Source: an optimization exercise on an open RTL-to-GDS flow (aim: small area, a short achievable clock period and few clock cycles). Production flows keep margins and buffers that such runs may drop.
Only simulation tests tie the RTL to the original design; equivalence was not proved.

==> inputs of job 660 <==
## goertzel_filter
module goertzel_filter (
    input  wire        clk,
    input  wire        rst,
    input  wire        in_valid,
    output wire        in_ready,
    input  wire [1:0]  in_op,
    input  wire [31:0] in_data,
    output reg         out_valid,
    output wire [31:0] out_mag,
    output reg         out_nonfinite
);
==> flow/config.mk <==
export PLATFORM = sky130hd
export DESIGN_NAME = goertzel_filter
export DESIGN_NICKNAME = goertzel_filter
export VERILOG_FILES = /design/flow/design.v
export SDC_FILE = /design/flow/constraint.sdc
export NUM_CORES = 4
export LEC_CHECK = 0
export ABC_AREA = 1
export CAP_MARGIN = 20
export CORE_MARGIN = 2
export CORE_UTILIZATION = 55
export SLEW_MARGIN = 20
export SETUP_SLACK_MARGIN = 9
==> flow/constraint.sdc <==
create_clock -name core_clock -period 22.0 [get_ports {clk}]
set_input_delay 4.4000 -clock core_clock [delete_from_list [all_inputs] [get_ports {clk}]]
set_output_delay 4.4000 -clock core_clock [all_outputs]
set_load 0.01 [all_outputs]
standard.sh (not shown) runs the stock make flow with config.mk's settings and CLKGATE_MAP_FILE= SYNTH_SCRIPT=/design/flow/synth_recipe.tcl, a recipe that flattens the netlist after the stock synthesis.
==> flow/flow/run.sh <==
#!/bin/bash
set -e
echo "export SETUP_SLACK_MARGIN = 9" >> config.mk
bash standard.sh > standard.log 2>&1
==> job 438: changes against job 660 <==
--- a/flow/design.v
+++ b/flow/design.v
@@ -1200,14 +1200,15 @@
     localparam S_B1   = 4'd4;    
     localparam S_B2   = 4'd5;    
     localparam S_B3   = 4'd6;    
     localparam S_B4   = 4'd7;    
     localparam S_B5   = 4'd8;    
     localparam S_B6   = 4'd9;    
     localparam S_CW   = 4'd10;   
+    localparam S_CN   = 4'd11;   
     localparam [36:0] ZERO = {3'b001, 34'b0};
     reg  [3:0]  state;
     reg  [36:0] coeff, q1, q2, p;
     reg  [15:0] xf;           
     reg         sq_busy;      
     reg         sq_ld;        
     wire        fresh  = q1[34] & q2[34];
@@ -1223,14 +1224,16 @@
             S_ADD:   ns = S_IDLE;
             S_B1:    ns = S_B2;
             S_B2:    ns = S_B3;
             S_B3:    ns = S_B4;
             S_B4:    ns = S_B5;
             S_B5:    ns = S_B6;
             S_B6:    ns = sq_busy ? S_B6 : S_IDLE;
+            S_CW:    ns = (~c_big & (craw[30:23] == 8'd0) & (craw[22:0] != 23'd0)) ? S_CN : S_IDLE;
+            S_CN:    ns = coeff[22] ? S_IDLE : S_CN;
             default: ns = S_IDLE;
         endcase
         if (accept) begin
             case (in_op)
                 OP_SAMPLE: ns = S_MUL;
                 OP_BLKEND: ns = S_B1;
                 OP_COEFF:  ns = c_nan ? S_IDLE : S_CW;
@@ -1260,47 +1263,41 @@
         for (k = 0; k < 16; k = k + 1)
             if (xabs[k]) xpos = k[3:0];
     end
     wire [22:0] xfrac = {xabs, 7'b0} << (5'd16 - {1'b0, xpos});
     wire [7:0]  xexp  = 8'd127 + {4'b0, xpos};
     wire [36:0] xin   = {2'b00, xabs == 16'd0, xneg, 2'b00, xexp, xfrac};
     always @(posedge clk) begin
-        case (ns)
-            S_ADD:   ab <= xin;
-            S_B5:    ab <= q2;
-            S_B6:    ab <= {q1[36:34], ~q1[33], q1[32:0]};
-            default: ab <= {q2[36:34], ~q2[33], q2[32:0]};
-        endcase
+        if ((state == S_SUB) | ((state == S_MUL) & ~fresh & q2[34]))
+            ab <= xin;                                    
+        else if (state == S_B4)
+            ab <= q2;                                     
+        else if ((state == S_B5) | (state == S_B6))
+            ab <= {q1[36:34], ~q1[33], q1[32:0]};         
+        else
+            ab <= {q2[36:34], ~q2[33], q2[32:0]};         
     end
     wire [31:0] craw  = coeff[31:0];      
     wire        c_big = (craw[30:0] > 31'h40000000);
-    reg  [4:0]  cpos;
-    always @* begin
-        cpos = 5'd0;
-        for (k = 0; k < 23; k = k + 1)
-            if (craw[k]) cpos = k[4:0];
-    end
-    wire [22:0] cfrac = craw[22:0] << (5'd23 - cpos);
     wire [36:0] cin = c_big ? {3'b000, craw[31], 10'd128, 23'b0}
                     : (craw[30:23] != 8'd0) ? {3'b000, craw[31], 2'b00, craw[30:23], craw[22:0]}
                     : (craw[22:0] == 23'd0) ? ZERO
-                    : {3'b000, craw[31], {5'b0, cpos} - 10'd22, cfrac};
+                    : {3'b000, craw[31], 10'd1, craw[22:0]};
     reg  [25:0] rad;
     reg  [27:0] rem;
     reg  [25:0] root;
     reg  [4:0]  cnt;
-    reg  [9:0]  r_e;          
+    reg  [7:0]  r_exp;        
     reg         r_force;      
     reg         r_inf;
     wire [29:0] rem_sh = {rem, rad[25:24]};
     wire [29:0] trial  = {2'b00, root, 2'b01};
     wire [30:0] rdiff  = {1'b0, rem_sh} - {1'b0, trial};
     wire        take   = ~rdiff[30];
-    wire [9:0]  m_exp  = r_e - 10'd127;
-    wire [7:0]  r_exp  = m_exp[8:1] + 8'd127;
+    wire [9:0]  m_exp  = p[32:23] - 10'd127;
     wire        r_g  = root[1];
     wire        r_st = root[0] | (rem != 0);
     wire        r_up = r_g & (r_st | root[2]);
     assign out_mag = r_force ? (r_inf ? 32'h7f800000 : 32'h0)
                    : {1'b0, {r_exp, root[24:2]} + {30'b0, r_up}};
     wire m2_n = p[36], m2_i = p[35], m2_z = p[34], m2_s = p[33];
     always @(posedge clk) begin
@@ -1337,24 +1334,25 @@
                         q1      <= ZERO;
                         q2      <= ZERO;
                         sq_busy <= 1'b1;
                         sq_ld   <= 1'b1;
                     end
                 end
                 S_CW: coeff <= cin;
+                S_CN: coeff <= {coeff[36:33], coeff[32:23] - 10'd1, coeff[21:0], 1'b0};
                 default: ;
             endcase
             if (sq_ld) begin
                 sq_ld         <= 1'b0;
                 out_nonfinite <= m2_n | m2_i;
                 r_inf   <= m2_i & ~m2_s;
                 rem     <= 28'd0;
                 root    <= 26'd0;
                 cnt     <= 5'd25;
-                r_e     <= p[32:23];
+                r_exp   <= m_exp[8:1] + 8'd127;
                 rad     <= p[23] ? {2'b01, p[22:0], 1'b0} : {1'b1, p[22:0], 2'b00};
                 if (m2_n | m2_i | m2_z | m2_s) begin
                     r_force   <= 1'b1;
                     out_valid <= 1'b1;
                     sq_busy   <= 1'b0;
                 end else begin
                     r_force   <= 1'b0;
==> flow/flow/run.sh (replaced) <==
#!/bin/bash
set -e
echo "export SETUP_SLACK_MARGIN = 12" >> config.mk
bash standard.sh > standard.log 2>&1
--- a/flow/config.mk
+++ b/flow/config.mk
@@ -6,8 +6,8 @@
 export NUM_CORES = 4
 export LEC_CHECK = 0
 export ABC_AREA = 1
 export CAP_MARGIN = 20
 export CORE_MARGIN = 2
 export CORE_UTILIZATION = 55
 export SLEW_MARGIN = 20
-export SETUP_SLACK_MARGIN = 9
+export SETUP_SLACK_MARGIN = 12
==> qor summary <==
| quantity | job 660 | job 438 |
|---|---|---|
| Worst Setup EP | p[14] | p[7] |
| Sum of routed wire length over all layers | 191000 um | 202000 um |
| Total vias in the final route | 50000 | 51100 |
| Outcome | timing/DRC/antenna clean | timing/DRC/antenna clean |
| Area taken by flip-flops and latches | 7610 sq um | 7590 sq um |
| Fraction of final layout cells with drive strength greater than 1 | 0.0512 | 0.159 |
| Depth of the worst register-to-register path | 44 | 62 |
| Non-clock inverter count | 1028 | 1011 |
| Count of buffers not belonging to the clock network in the layout | 182 | 439 |
| Depth of the critical timing path with buffers and inverters included | 44 | 62 |
| Antenna violations before repair | 8 | 5 |
| Share of the synthesized area in the top cell type | 0.127 | 0.130 |
Testbench counts of job 660, summed over its fixed seeds: cycles 41,534.
Testbench counts of job 438, summed over its fixed seeds: cycles 41,534.

re-timing with driven ports:
Ports are ideal in the flow. The routed layouts listed here were re-timed in OpenROAD. Step 1 (the two cells are an assumption about what drives the block):
set clk [get_ports {clk}]
set_driving_cell -lib_cell sky130_fd_sc_hd__clkbuf_16 $clk
set_driving_cell -lib_cell sky130_fd_sc_hd__buf_2 [delete_from_list [all_inputs] $clk]
Step 2, shift: input delay + t, output delay - t, t = (earliest + latest rising clock arrival at the registers) / 2. This alone moves slack from input paths to output paths. Three values: ideal ports, drivers, drivers and shift; two values: the first two.
run | t, ns | setup WS [ns] | worst setup path after step 2 | clock arrival spread, ns | worst register clock-pin slew, ns
job 660 | 0.643 | 9.189 / 9.189 / 9.189 | register to register | 0.036 / 0.035 | 0.07 / 0.07
job 438 | 0.667 | 12.017 / 12.017 / 12.017 | register to register | 0.044 / 0.044 | 0.08 / 0.08
After both steps setup and hold are still met in every run listed.
